What follows belongs to an exercise in optimizing a design on an open flow for small area; a production flow would make more cautious choices.
RTL that was checked went through simulation tests only; none was proved equivalent to the original.
Power figures rest on the tool's default switching activity, not on a simulated workload.

Setup of nickel:
==> flow/design.v (excerpt) <==
module ppp_rx (
    input             clk,
    input             rst,
    input             in_valid,
    input      [7:0]  in_data,
    output            pay_valid,
    output     [7:0]  pay_data,
    output            rec_valid,
    output            rec_err,
    output     [31:0] rec_w0,
    output     [31:0] rec_w1,
    output     [31:0] rec_w2,
    output     [31:0] rec_w3
);
    localparam [7:0]  FLAG = 8'h7E;
    localparam [7:0]  ESC  = 8'h7D;
    localparam [11:0] L_3013 = 12'hC1D;
    function [15:0] crc16_byte(input [15:0] crc_in, input [7:0] b);
        reg [7:0] x;
        begin
            x = crc_in[7:0] ^ b;
            x = x ^ {x[3:0], 4'h0};
            crc16_byte = {8'h00, crc_in[15:8]} ^ {x, 8'h00} ^ {5'h00, x, 3'h0} ^ {12'h000, x[7:4]};
        end
    endfunction
    reg        open_q;       
    reg        esc_q;        
    reg        pay_q;        
    reg [11:0] cnt;          
    reg [11:0] lfsr;         
    reg        acq;          
    reg        ctl;          
    reg        cx0, cx1;     
    reg [7:0]  b0, b1;       
    reg [7:0]  b2, b3;       
    reg [7:0]  d0, d1;       
    reg [15:0] crc;          
    wire over    = (lfsr == L_3013);    
    wire is_flag = in_valid && (in_data == FLAG);
    wire is_body = in_valid && open_q && (in_data != FLAG);
    wire push    = is_body && (esc_q || (in_data != ESC));
    wire [7:0] u = {in_data[7:6], in_data[5] ^ esc_q, in_data[4:0]};
    wire [2:0] cl   = cnt[2:0];
    wire       c_lt4 = (cnt[11:2] == 10'd0);
  ...
For scale: ~95 flip-flops, about 150 I/O pins.
Settings: LEC_CHECK=0, CAP_MARGIN=10, CORE_MARGIN=2, CORE_UTILIZATION=70, SLEW_MARGIN=10; clock period 5.5 ns.
standard.sh (not shown) runs the stock make flow with config.mk's settings and CLKGATE_MAP_FILE= SYNTH_SCRIPT=/design/flow/synth_recipe.tcl, a recipe that flattens the netlist after the stock synthesis.
==> flow/flow/run.sh <==
#!/bin/bash
# The standard layout (standard.sh: the standard flow's synthesis and ORFS steps, unchanged
# scripts) with two arguments changed:
#  - port buffers are the smallest buffer (buf_1) instead of the default choice;
#  - clock tree synthesis inserts no dummy loads.
set -euo pipefail
export BUFFER_PORTS_ARGS="-buffer_cell sky130_fd_sc_hd__buf_1"
export CTS_ARGS="-sink_clustering_enable -repair_clock_nets -dont_use_dummy_load -buf_list sky130_fd_sc_hd__clkbuf_16"
bash standard.sh > standard_flow.log 2>&1
Setup changes, nickel to violet
--- a/flow/flow/run.sh
+++ b/flow/flow/run.sh
@@ -7,3 +7,4 @@
 export BUFFER_PORTS_ARGS="-buffer_cell sky130_fd_sc_hd__buf_1"
-export CTS_ARGS="-sink_clustering_enable -repair_clock_nets -dont_use_dummy_load -buf_list sky130_fd_sc_hd__clkbuf_16"
+export CTS_ARGS="-sink_clustering_enable -repair_clock_nets -dont_use_dummy_load -buf_list sky130_fd_sc_hd__clkbuf_8"
+export SKIP_REPAIR_TIE_FANOUT=1
 bash standard.sh > standard_flow.log 2>&1
Findings:
Compared with nickel, violet shows final setup slack of the worst path higher by 0.14 ns. In violet relative to nickel, number of standard cells in the final layout excluding fillers had gone down by a few percent. Fraction of the cycle the final worst path needs in violet vs nickel: down 2.6 points. violet gives less total instance count after detailed placement than nickel did. Across both runs, number of ordinary and repair buffers in the finished layout was higher for violet than for nickel. Re total detailed-routing wirelength: violet and nickel aren't equal, and the lower value belongs to violet. The internal power consumption of violet is lower than that of nickel. Relative to nickel, buffer and inverter count on the worst path decreased by 1 in violet.
No functional check of the RTL was part of any run of this note.

---

ppp_rx, a different RTL version from the one above (not shown whole).
Size: about 590 cells after synthesis, about 150 I/O pins, ~5400 um2 of cells after synthesis.
export LEC_CHECK = 0
export CAP_MARGIN = 10
export CORE_MARGIN = 2
export CORE_UTILIZATION = 70
export SLEW_MARGIN = 10
create_clock -name core_clock -period 5.5 [get_ports {clk}]
==> flow/flow/run.sh <==
#!/bin/bash
# The standard layout (standard.sh: the standard flow's synthesis and ORFS steps, unchanged
# scripts) with these changes:
#  - port buffers are the smallest buffer (buf_1) instead of the default choice;
#  - clock tree synthesis inserts no dummy loads and uses clkbuf_8;
#  - the constant outputs share one tie cell (no tie fan-out repair).
set -euo pipefail
export BUFFER_PORTS_ARGS="-buffer_cell sky130_fd_sc_hd__buf_1"
export CTS_ARGS="-sink_clustering_enable -repair_clock_nets -dont_use_dummy_load -buf_list {sky130_fd_sc_hd__clkbuf_4 sky130_fd_sc_hd__clkbuf_8}"
export SKIP_REPAIR_TIE_FANOUT=1
bash standard.sh > standard_flow.log 2>&1
The first run ran to the end with no violations.
Rerun with:
==> flow/flow/run.sh (replaced) <==
#!/bin/bash
# The standard layout (standard.sh: the standard flow's synthesis script and the ORFS
# steps, unchanged scripts) with these changes:
#  - synthesis maps the logic with an area-oriented ABC script
#    (flow/abc_area.script) in place of ORFS's speed script; the flip-flops
#    and everything else in synthesis are unchanged;
#  - port buffers are the smallest buffer (buf_1) instead of the default choice;
#  - clock tree synthesis inserts no dummy loads and uses clkbuf_8;
#  - the constant outputs share one tie cell (no tie fan-out repair).
set -euo pipefail
work=$PWD
{
  printf 'proc abc {args} { set i [lsearch -exact $args -script]; if {$i >= 0} { lset args [expr {$i + 1}] %s }; yosys abc {*}$args }\n' "$work/flow/abc_area.script"
  cat synth_recipe.tcl
} > my_synth.tcl
sed "s#SYNTH_SCRIPT=[^ ]*#SYNTH_SCRIPT=$work/my_synth.tcl#" standard.sh > my_standard.sh
grep -q "SYNTH_SCRIPT=$work/my_synth.tcl" my_standard.sh
export BUFFER_PORTS_ARGS="-buffer_cell sky130_fd_sc_hd__buf_1"
export CTS_ARGS="-sink_clustering_enable -repair_clock_nets -dont_use_dummy_load -buf_list sky130_fd_sc_hd__clkbuf_8"
export SKIP_REPAIR_TIE_FANOUT=1
bash my_standard.sh > standard_flow.log 2>&1
==> flow/flow/abc_area.script (new file) <==
strash
dc2
dch
amap
topo
CAP_MARGIN = 0   (was 10)
CORE_UTILIZATION = 80   (was 70)
SLEW_MARGIN = 0   (was 10)
Result: The changed run produced a clean layout. Combinational power is higher by 42%. Setup slack is worse by 260 ps. Non-clock buffer count stays the same.
Rerun with:
CAP_MARGIN = 10   (was 0)
CORE_UTILIZATION = 70   (was 80)
SLEW_MARGIN = 10   (was 0)
Result:
- clock-buffer cell count stays the same
- clock skew rises by 5.5 ps
- via count fell by 7.3%
- total power fell by 1.2%
- wire length decreases by 9.5%
- first-iteration DRC count falls by 63%
- register-to-register slack improves by 20 ps
- worst setup slack loses 140 ps
- cell area increases by about 0.4%
- hold slack gains 3.8 ps
Rerun with:
==> flow/flow/abc_area.script (replaced) <==
strash
dc2
dc2
dch -f
amap
topo
CAP_MARGIN = 0   (was 10)
CORE_UTILIZATION = 80   (was 70)
SLEW_MARGIN = 0   (was 10)
After rerunning:
- cell area decreases by 0.89%
- utilization rose by 11 points
- critical path depth drops by 2
- wire length increases by 20%
- non-clock buffer count went down by 1
- sequential power falls by about 2%
- die area went down by about 12%
- total power stays flat
Rerun with:
==> flow/flow/run.sh (replaced) <==
#!/bin/bash
# The standard layout (standard.sh: the standard flow's synthesis and ORFS steps, unchanged
# scripts) with these changes:
#  - port buffers are the smallest buffer (buf_1) instead of the default choice;
#  - clock tree synthesis inserts no dummy loads and uses clkbuf_8;
#  - the constant outputs share one tie cell (no tie fan-out repair).
set -euo pipefail
export BUFFER_PORTS_ARGS="-buffer_cell sky130_fd_sc_hd__buf_1"
export CTS_ARGS="-sink_clustering_enable -repair_clock_nets -dont_use_dummy_load -buf_list sky130_fd_sc_hd__clkbuf_8"
export SKIP_REPAIR_TIE_FANOUT=1
bash standard.sh > standard_flow.log 2>&1
CAP_MARGIN = 10   (was 0)
CORE_UTILIZATION = 70   (was 80)
SLEW_MARGIN = 10   (was 0)
removed: flow/flow/abc_area.script
Sequential share of layout area drops by 3.7 points.
Final area climbs by 8.8%.
Fmax climbs by 8.0%.
Rerun with:
==> flow/flow/run.sh (replaced) <==
#!/bin/bash
# The standard layout (standard.sh: the standard flow's synthesis script and the ORFS
# steps, unchanged scripts) with these changes:
#  - synthesis maps the logic with an area-oriented ABC script
#    (flow/abc_area.script) in place of ORFS's speed script; the flip-flops
#    and everything else in synthesis are unchanged;
#  - port buffers are the smallest buffer (buf_1) instead of the default choice;
#  - clock tree synthesis inserts no dummy loads and uses clkbuf_8;
#  - the constant outputs share one tie cell (no tie fan-out repair).
set -euo pipefail
work=$PWD
{
  printf 'proc abc {args} { set i [lsearch -exact $args -script]; if {$i >= 0} { lset args [expr {$i + 1}] %s }; yosys abc {*}$args }\n' "$work/flow/abc_area.script"
  cat synth_recipe.tcl
} > my_synth.tcl
sed "s#SYNTH_SCRIPT=[^ ]*#SYNTH_SCRIPT=$work/my_synth.tcl#" standard.sh > my_standard.sh
grep -q "SYNTH_SCRIPT=$work/my_synth.tcl" my_standard.sh
export BUFFER_PORTS_ARGS="-buffer_cell sky130_fd_sc_hd__buf_1"
export CTS_ARGS="-sink_clustering_enable -repair_clock_nets -dont_use_dummy_load -buf_list sky130_fd_sc_hd__clkbuf_8"
export SKIP_REPAIR_TIE_FANOUT=1
bash my_standard.sh > standard_flow.log 2>&1
==> flow/flow/abc_area.script (new file) <==
strash
dc2
dch
amap
topo
GPL_TIMING_DRIVEN = 0   (was default)
Worst setup slack degrades by 410 ps.
Clock skew went down by 16 ps.
Register-to-register slack loses 1300 ps.

==> static timing again, ports no longer ideal <==
The flow's constraints put no driver on any port. The routed layouts listed below were extracted and timed again, unchanged, in two steps.
Step 1, drivers: a clkbuf_16 drives clk and a buf_2 each remaining input, both assumed.
Step 2 also shifts input and output timing later by t, the mid clock arrival at the registers, as if the neighbouring blocks saw the same clock.
Slacks: ideal / step 1 / step 2; pairs: ideal / step 1.
run	t, ns	setup slack, ns	hold slack, ns	slew at the worst register clock pin (ns)	cell pins on the clock port's net
nickel	0.365	0.940 / 0.905 / 1.270	0.505 / 0.505 / 0.505	0.07 / 0.07	1
violet	0.367	1.082 / 1.052 / 1.387	0.508 / 0.508 / 0.508	0.11 / 0.11	1
the first run of note 2	0.379	0.786 / 0.754 / 1.132	0.489 / 0.489 / 0.489	0.10 / 0.10	1
the second run of note 2	0.378	0.521 / 0.490 / 0.868	0.475 / 0.475 / 0.475	0.09 / 0.09	1
the third run of note 2	0.382	0.383 / 0.352 / 0.734	0.478 / 0.478 / 0.478	0.10 / 0.10	1
the fourth run of note 2	0.387	0.410 / 0.382 / 0.769	0.462 / 0.462 / 0.462	0.10 / 0.10	1
the fifth run of note 2	0.379	0.786 / 0.754 / 1.132	0.489 / 0.489 / 0.489	0.10 / 0.10	1
the sixth run of note 2	0.371	0.376 / 0.344 / 0.484	0.476 / 0.476 / 0.476	0.09 / 0.09	1
After both steps setup and hold are still met in every run listed.
